From an optimization exercise on the open Yosys and OpenROAD flow, aimed at small area, a short achievable clock period and few clock cycles per item; shortcuts taken in it are not production practice. Function not checked in this run: the RTL went through the layout flow alone. Power and IR drop assume default switching activity.

## flow/constraint.sdc

```tcl
create_clock -name core_clock -period 5.0 [get_ports {clk}]
set_input_delay 1.0000 -clock core_clock [delete_from_list [all_inputs] [get_ports {clk}]]
set_output_delay 1.0000 -clock core_clock [all_outputs]
set_load 0.01 [all_outputs]
```

## flow/standard.sh

```bash
#!/bin/bash
# synth_recipe.tcl (not shown) runs the flow's synth.tcl, then flattens the netlist and writes it again
# the make line also repeats each setting of config.mk as NAME=value (left out here)
make -C /OpenROAD-flow-scripts/flow DESIGN_CONFIG=/design/flow/config.mk WORK_HOME=/design/flow/orfs CLKGATE_MAP_FILE= SYNTH_SCRIPT=/design/flow/synth_recipe.tcl "${@:-finish}"
```

## flow/flow/abc_area.script

```
strash
&get -n
&fraig -x
&put
scorr
dc2
dretime
strash
&get -n
&dch -f
&nf
&put
```

## flow/design.v

```verilog
module emu_cpu (
    input  wire        clk,
    input  wire        rst,
    input  wire        tick,
    input  wire        warm,
    output reg         busy,
    output reg         done,
    output reg         mem_re,
    output reg         mem_we,
    output wire [15:0] mem_addr,
    output wire [7:0]  mem_wdata,
    input  wire [7:0]  mem_rdata,
    output wire [15:0] pc,
    output reg  [7:0]  a,
    output wire [7:0]  p,
    output reg         halted,
    output wire [31:0] total_cycles
);
    localparam [15:0] BOOT_PC      = 16'h8000;
    localparam [15:0] RESET_VECTOR = 16'hFFFC;
    localparam [1:0] E_OP  = 2'd0,
                     E_IMM = 2'd1,
                     E_LO  = 2'd2,
                     E_HI  = 2'd3;
    reg [15:0] f;
    reg [7:0]  hi;
    reg [7:0]  lo;
    reg        run;         
    reg        fin;         
    reg [1:0]  e;
    reg        is_jmp;      
    reg        is_sta;      
    reg        wflag;       
    reg        arr_q;       
    reg        ea_q;        
    reg        data_q;      
    reg        match_q;     
    reg [2:0]  pend;        
    reg [11:0] frame;       
    reg [7:0]  tlo;         
    reg [23:0] thi;         
    reg        tc_q;        
    reg        zf, nf;
    assign mem_addr     = f;
    assign pc           = f;
    assign p            = {nf, 5'b00000, zf, 1'b0};
    assign mem_wdata    = a;
    assign total_cycles = {thi, tlo};
    wire arr     = arr_q & ~match_q;
    wire arr_op  = arr & (e == E_OP);
    wire arr_imm = arr & (e == E_IMM);
    wire arr_lo  = arr & (e == E_LO);
    wire arr_hi  = arr & (e == E_HI);
    wire exh     = halted | frame[11] | (pend[1] & (&frame[10:1]));
    wire stop    = arr_op & exh;
    wire exec    = arr_op & ~exh;
    wire jmp_hi  = arr_hi & is_jmp;
    wire ea_hi   = arr_hi & ~is_jmp;
    wire stream  = run & ~ea_q & ~stop & ~jmp_hi;
    wire [7:0] d = mem_rdata;
    wire op_imm  = (d == 8'hA9);
    wire op_lda  = (d == 8'hAD);
    wire op_sta  = (d == 8'h8D);
    wire op_jmp  = (d == 8'h4C);
    wire op_nop  = (d == 8'hEA);
    wire op_brk  = (d == 8'h00);
    integer i;
    reg [2:0] cost;
    always @(*) begin
        cost = 3'd0;
        if (op_imm | op_nop) cost = 3'd2;
        if (op_lda | op_sta) cost = 3'd4;
        if (op_jmp)          cost = 3'd3;
        if (op_brk)          cost = 3'd7;
    end
    reg  [3:0]  tc3, fc3;
    reg  [2:0]  tlo_s, frame_s;
    always @(*) begin
        tc3[0] = 1'b0;
        fc3[0] = 1'b0;
        for (i = 0; i < 3; i = i + 1) begin
            tlo_s[i]   = tlo[i] ^ pend[i] ^ tc3[i];
            tc3[i+1]   = (tlo[i] & pend[i]) | (tc3[i] & (tlo[i] ^ pend[i]));
            frame_s[i] = frame[i] ^ pend[i] ^ fc3[i];
            fc3[i+1]   = (frame[i] & pend[i]) | (fc3[i] & (frame[i] ^ pend[i]));
        end
    end
    wire [8:0]  tlo_nx;
    wire [11:0] frame_nx;
    assign tlo_nx[2:0]   = tlo_s;
    assign frame_nx[2:0] = frame_s;
    wire [23:0] thi_nx;
    wire [15:0] inc_a = ea_q ? {hi, lo} : f;
    wire        inc_c = ~(ea_q & match_q);
    wire [15:0] inc;
    genvar g;
    generate
        for (g = 3; g < 9; g = g + 1) begin : g_tlo
            wire c;
            if (g == 3) begin : g_c0
                assign c = tc3[3];
            end else begin : g_cn
                assign c = tc3[3] & (&tlo[g-1:3]);
            end
            if (g < 8) begin : g_s
                assign tlo_nx[g] = tlo[g] ^ c;
            end else begin : g_co
                assign tlo_nx[g] = c;
            end
        end
        for (g = 3; g < 12; g = g + 1) begin : g_frame
            wire c;
            if (g == 3) begin : g_c0
                assign c = fc3[3];
            end else begin : g_cn
                assign c = fc3[3] & (&frame[g-1:3]);
            end
            assign frame_nx[g] = frame[g] ^ c;
        end
        for (g = 0; g < 24; g = g + 1) begin : g_thi
            wire c;
            if (g == 0) begin : g_c0
                assign c = tc_q;
            end else begin : g_cn
                assign c = tc_q & (&thi[g-1:0]);
            end
            assign thi_nx[g] = thi[g] ^ c;
        end
        for (g = 0; g < 16; g = g + 1) begin : g_inc
            wire c;
            if (g == 0) begin : g_c0
                assign c = inc_c;
            end else begin : g_cn
                assign c = inc_c & (&inc_a[g-1:0]);
            end
            assign inc[g] = inc_a[g] ^ c;
        end
    endgenerate
    wire end_op  = run & (stop | (jmp_hi & wflag));
    always @(posedge clk) begin
        if (rst) begin
            run          <= 1'b0;
            fin          <= 1'b0;
            busy         <= 1'b0;
            done         <= 1'b0;
            mem_we       <= 1'b0;
            f            <= BOOT_PC;
            a            <= 8'h00;
            zf           <= 1'b0;
            nf           <= 1'b0;
            halted       <= 1'b0;
            tlo          <= 8'd0;
            thi          <= 24'd0;
            tc_q         <= 1'b0;
            arr_q        <= 1'b0;
            ea_q         <= 1'b0;
            data_q       <= 1'b0;
            pend         <= 3'd0;
        end else begin
            done         <= 1'b0;
            fin          <= 1'b0;
            frame        <= frame_nx;
            tlo          <= tlo_nx[7:0];
            tc_q         <= tlo_nx[8];
            thi          <= thi_nx;
            pend         <= exec ? cost : 3'd0;
            arr_q        <= stream & ~end_op;
            ea_q         <= run & ea_hi;
            mem_we       <= run & ea_hi & is_sta;
            mem_re       <= ~(run & ea_hi & is_sta);
            data_q       <= ea_q & ~is_sta;
            match_q      <= ea_hi & is_sta & ({d, lo} == f);
            hi           <= f[15:8];
            lo           <= arr_lo ? d : f[7:0];
            if (run) begin
                if (stop)
                    f <= {hi, lo};
                else if (arr_hi)
                    f <= {d, lo};
                else
                    f <= inc;
            end
            if (arr_imm | data_q) begin
                a  <= d;
                zf <= (d == 8'h00);
                nf <= d[7];
            end
            if (exec) begin
                if (op_imm)
                    e <= E_IMM;
                if (op_lda | op_sta | op_jmp)
                    e <= E_LO;
                is_jmp <= op_jmp;
                is_sta <= op_sta;
                if (op_brk)
                    halted <= 1'b1;
            end
            if (arr_imm)
                e <= E_OP;
            if (arr_lo)
                e <= E_HI;
            if (arr_hi)
                e <= E_OP;
            if (!busy) begin
                if (tick) begin
                    frame  <= 12'd684;
                    e      <= E_OP;
                    wflag  <= 1'b0;
                    busy   <= 1'b1;
                    if (halted)
                        fin <= 1'b1;
                    else
                        run <= 1'b1;
                end else if (warm) begin
                    f      <= RESET_VECTOR;
                    e      <= E_LO;
                    is_jmp <= 1'b1;
                    wflag  <= 1'b1;
                    busy   <= 1'b1;
                    run    <= 1'b1;
                end
            end
            if (end_op) begin
                run <= 1'b0;
                fin <= 1'b1;
            end
            if (fin) begin
                busy <= 1'b0;
                done <= 1'b1;
            end
        end
    end
endmodule
```

## flow/flow/run.sh

```bash
#!/bin/bash
# Standard layout, except: every port is buffered by sky130_fd_sc_hd__buf_1;
# synthesis maps adders as plain logic (no Kogge-Stone carry map, no full- or
# half-adder extraction); and ABC's area script (used with ABC_AREA 1) is
# replaced by flow/abc_area.script. Registers are mapped exactly as in the
# standard synthesis (only the combinational mapping differs).
set -euo pipefail
W=$PWD
rm -rf "$W/scripts_mod"
cp -r "$FLOW_HOME/scripts" "$W/scripts_mod"
cp "$W/flow/abc_area.script" "$W/scripts_mod/abc_area.script"
bash standard.sh SCRIPTS_DIR="$W/scripts_mod" ADDER_MAP_FILE= SYNTH_OPERATIONS_ARGS=-nordff \
    BUFFER_PORTS_ARGS="-buffer_cell sky130_fd_sc_hd__buf_1" finish > standard.log 2>&1
```

## flow/config.mk

```make
export PLATFORM = sky130hd
export DESIGN_NAME = emu_cpu
export DESIGN_NICKNAME = emu_cpu
export VERILOG_FILES = /design/flow/design.v
export SDC_FILE = /design/flow/constraint.sdc
export NUM_CORES = 4
export LEC_CHECK = 0
export ABC_AREA = 1
export CAP_MARGIN = 20
export CORE_MARGIN = 2
export CORE_UTILIZATION = 40
export PLACE_DENSITY = 0.6
export SETUP_SLACK_MARGIN = 2.9
export SLEW_MARGIN = 20
```

==> key figures <==
Final layout
  • Antenna Cells: 0
  • Finished Layout Cells: 841
  • Share of cells above drive strength 1: 18.1%
  • Nets: 680
  • Fill count: 1154
  • Layout area overhead: 26.0%

Power
  • Int Power: 1.34 mW
  • Psw: 0.519 mW
  • Comb pwr share: 10.5%
  • P_leak: 2.26 nW
  • Pwr/cell area: 297 nW/um2
  • Sw Share: 27.9%
  • Tot Pwr: 1.86 mW
  • Sequential share of power: 52.0%
  • Clock network fraction of design power: 37.5%
  • Peak supply drop: 0.219 mV

STA
  • Tcrit/Tclk final: 51.8%
  • Slew Viols, Final: 0
  • Final setup viols: 0
  • Unrepaired setup endpoints after global routing: yes
  • Post-layout min period: 2.59 ns
  • Worst Tran Pin Value: 0.762 ns
  • Fmax: 386 MHz
  • Relative slew slack: 49.1%
  • Clock Skew: 0.00862 ns
  • Final Hold Vio Count: 0
  • Worst Slack Setup Final: 2.41 ns
  • Setup TNS: 0 ns
  • Hold Slack: 0.430 ns

Setup path
  • Critical path class: reg -> reg
  • Setup crit end kind: flip-flop
  • CP max stage delay: 0.40 ns
  • WP data required: 5.28 ns
  • Most frequent CP cell: buf_4
  • Critical path, cell by cell: and2_4, nor4b_4, nor4b_4, nand4b_1, buf_4, nor4_4, buf_4, buf_4, a31o_1, nand2_1, a21oi_1, o21ai_1, a21oi_1
  • Critical path startpoint category: flip-flop
  • CP Buf/Inv Count: 3
  • Critical Path Fanout Max: 3
  • Cell family with most CP delay: simple AND/OR/NAND/NOR gates
  • Slowest CP cell: edfxtp_1
  • Arr. time, crit path: 2.87 ns

Die
  • Die W: 115 um
  • Ports: 105
  • Row count: 40
  • Die height: 115 um
  • Core ar.: 12100 um2
  • Initial Util: 41.2%
  • Die ar.: 13300 um2

Synth
  • Top post-synthesis cells by count: 75 x a21oi_1, 70 x dfxtp_1, 55 x o21ai_0
  • Post-synthesis mux area share: 2.89%
  • XOR/XNOR Fraction of Synth Area: 3.88%
  • Cells after synthesis: 542
  • Post-synthesis adder-cell area fraction: 0.403%
  • Leading area contributor after synthesis: dfxtp_1
  • Yosys reg bits: 105
  • EDFF count, synth: 35
  • Synth Area in Compound Gates: 19.4%
  • Top cell type's share of synthesized area: 28.2%
  • Synth Area in Simple Gates: 17.3%
  • YS warnings: 1
  • Syn Area/Cell: 9.17 um2
  • Largest cells by area after synthesis: dfxtp_1 28%, edfxtp_1 21%, a21oi_1 7.6%, o21ai_0 5.5%, buf_4 5.0%
  • Post-synthesis sequential area ratio: 49.3%
  • Most common cell in the synthesized netlist: a21oi_1
  • Post-synth ARST share: 0%
  • Unique cell type count in the Yosys netlist: 43
  • Ys flop type: dfxtp_1
  • Synthesized area: 4970 um2
  • Largest family of logic cells by synthesized area: compound AO/OA/AOI/OAI gates

Routing
  • DRC Markers: 0
  • DRT Wirelength: 13600 um
  • Via density per instance: 5.37
  • DR pass1 iterations: 5
  • Final antenna-violating net count: 0
  • Detailed-route wire length per cell: 16.2 um
  • Vias post-DR: 4520
  • DRT iter0 DRCs: 341

Place
  • # placed instances: 782
  • DP Worst Slack: 2.15 ns
  • Port bufs: 98
  • Placer Congestion: 0.882
  • DPL Wire Length: 8740 um

Global routing
  • Initial antenna violation count: 0
  • Vias in the first global route: 4159
  • Gr ovfl total: 0
  • Largest net degree at the start of global routing: 58
  • Tot GR Track Use: 20.6%
  • First-pass GRT wire length: 21200 um

CTS
  • # H-tree levels: 3
  • Post-CTS Hold Buffers: 0
  • Clock buffer count from CTS: 9
  • Clock sinks: 105
  • CTS tree: yes
  • Skew-Pair Late Insertion Delay: 0.36 ns
  • Maximum root-to-sink buffer count: 2
  • CTS root buffer: clkbuf_16
  • Clock transition at path regs: 0.07 ns

Run status
  • Outcome: complete, no violations

Flow run
  • Max-cap check violation count: 0

Min path
  • Path category of the worst min-delay check: reg -> reg
[metal layers]
| layer | vias to the layer above | wire, um | global-route usage, % |
|---|---|---|---|
| met5 | - | 0 | 0 |
| met4 | 0 | 149 | 5.54 |
| met3 | 14 | 1040 | 6.12 |
| met2 | 164 | 6640 | 34.3 |
| met1 | 2141 | 5800 | 26.3 |
| li1 | 2201 | - | - |
[path summary, 6_finish.rpt]
path                start  endpoint  slack, ns  cells past startpoint
setup reg to reg  match_q     f[14]       2.41                     13
setup / recovery  match_q     f[14]       2.41                     13
hold / removal        fin      busy       0.43                      1
hold reg to reg       fin      busy       0.43                      1
[state kept, by name, summed over array words and instances (netlist names), 2 cells and up]
| register | count |
|---|---|
| a | 7 |
| e | 2 |
| f | 16 |
| frame | 12 |
| hi | 8 |
| lo | 8 |
| pend | 3 |
| thi | 24 |
| tlo | 8 |
[final cells by class]
cell class,instances,area [um2],area share [%]
clock buffers,10,229,3.66
clock inverters,6,61.3,0.979
inverters,22,92.6,1.48
multi-input cells,387,2460,39.3
flip-flops and latches,105,2470,39.5
well taps,168,210,3.36
repair buffers,143,734,11.7
[cells in the final DEF (no fill, tap or decap), types with 18 or more instances in the layout]
cell,count
clkinv_1,18
o21ai_0,44
buf_1,96
buf_4,38
nor2_1,40
dfxtp_1,60
nand2_1,37
a21oi_1,74
nor3_1,21
edfxtp_1,35
[stage by stage]
stage	instance area, um2	util [%]
finish	6260	51.9
global route	6260	51.9
CTS	6020	49.9
detailed placement	5460	45.2
global placement	5460	45.2
floorplan	5110	-
[power groups by stage]
stage               Clock [mW]  Combinational [mW]  Sequential, mW
global route             0.744               0.219           0.972
finish                   0.697               0.196           0.966
CTS                      0.712               0.186           0.964
global placement             0               0.180           0.983
floorplan                    0               0.134           0.975
detailed placement           0               0.182           0.984
[worst reg2reg max path: stages (launching register included)]
cell and delay, ns:
edfxtp_1 0.40, and2_4 0.19, nor4b_4 0.29, nor4b_4 0.28
nand4b_1 0.18, buf_4 0.19, nor4_4 0.22, buf_4 0.16
buf_4 0.09, a31o_1 0.12, nand2_1 0.05, a21oi_1 0.12
o21ai_1 0.08, a21oi_1 0.14
[logic make-up after synthesis]
kind of cell	count (synthesis)
AOI/OAI and AO/OA	171
xor gates and xnor gates	22
adders and majority gates	2
buffers and inverters	55
DFF	105
muxes	14
other	1
and+or+nand+nor	172
[what timing repair did]
action | CTS | global route
endpoints found under the setup margin | 30 | 43
pin swaps | 20 | 16
setup buffers | 27 | 16
gates resized for setup | 22 | 36

## separate check: timing with driven ports
In the flow no input, the clock included, has a driving cell. The finished layout below was timed again as built, in two steps.
Step 1 assumes that a clkbuf_16 drives the clock port and a buf_2 every other input.
Step 2, shift: input delay + t, output delay - t, t = (earliest + latest rising clock arrival at the registers) / 2. This alone moves slack from input paths to output paths.
Three values: ideal ports, drivers, drivers and shift; two values: the first two.
t, ns: 0.398
setup WS [ns]: 2.410 / 2.410 / 2.410
hold slack, ns: 0.430 / 0.430 / 0.430
worst register clock-pin slew, ns: 0.08 / 0.08
After both steps setup and hold are still met in this run. For this run, drivers alone change the setup slack by 0.000 ns; drivers and shift together by 0.000 ns.
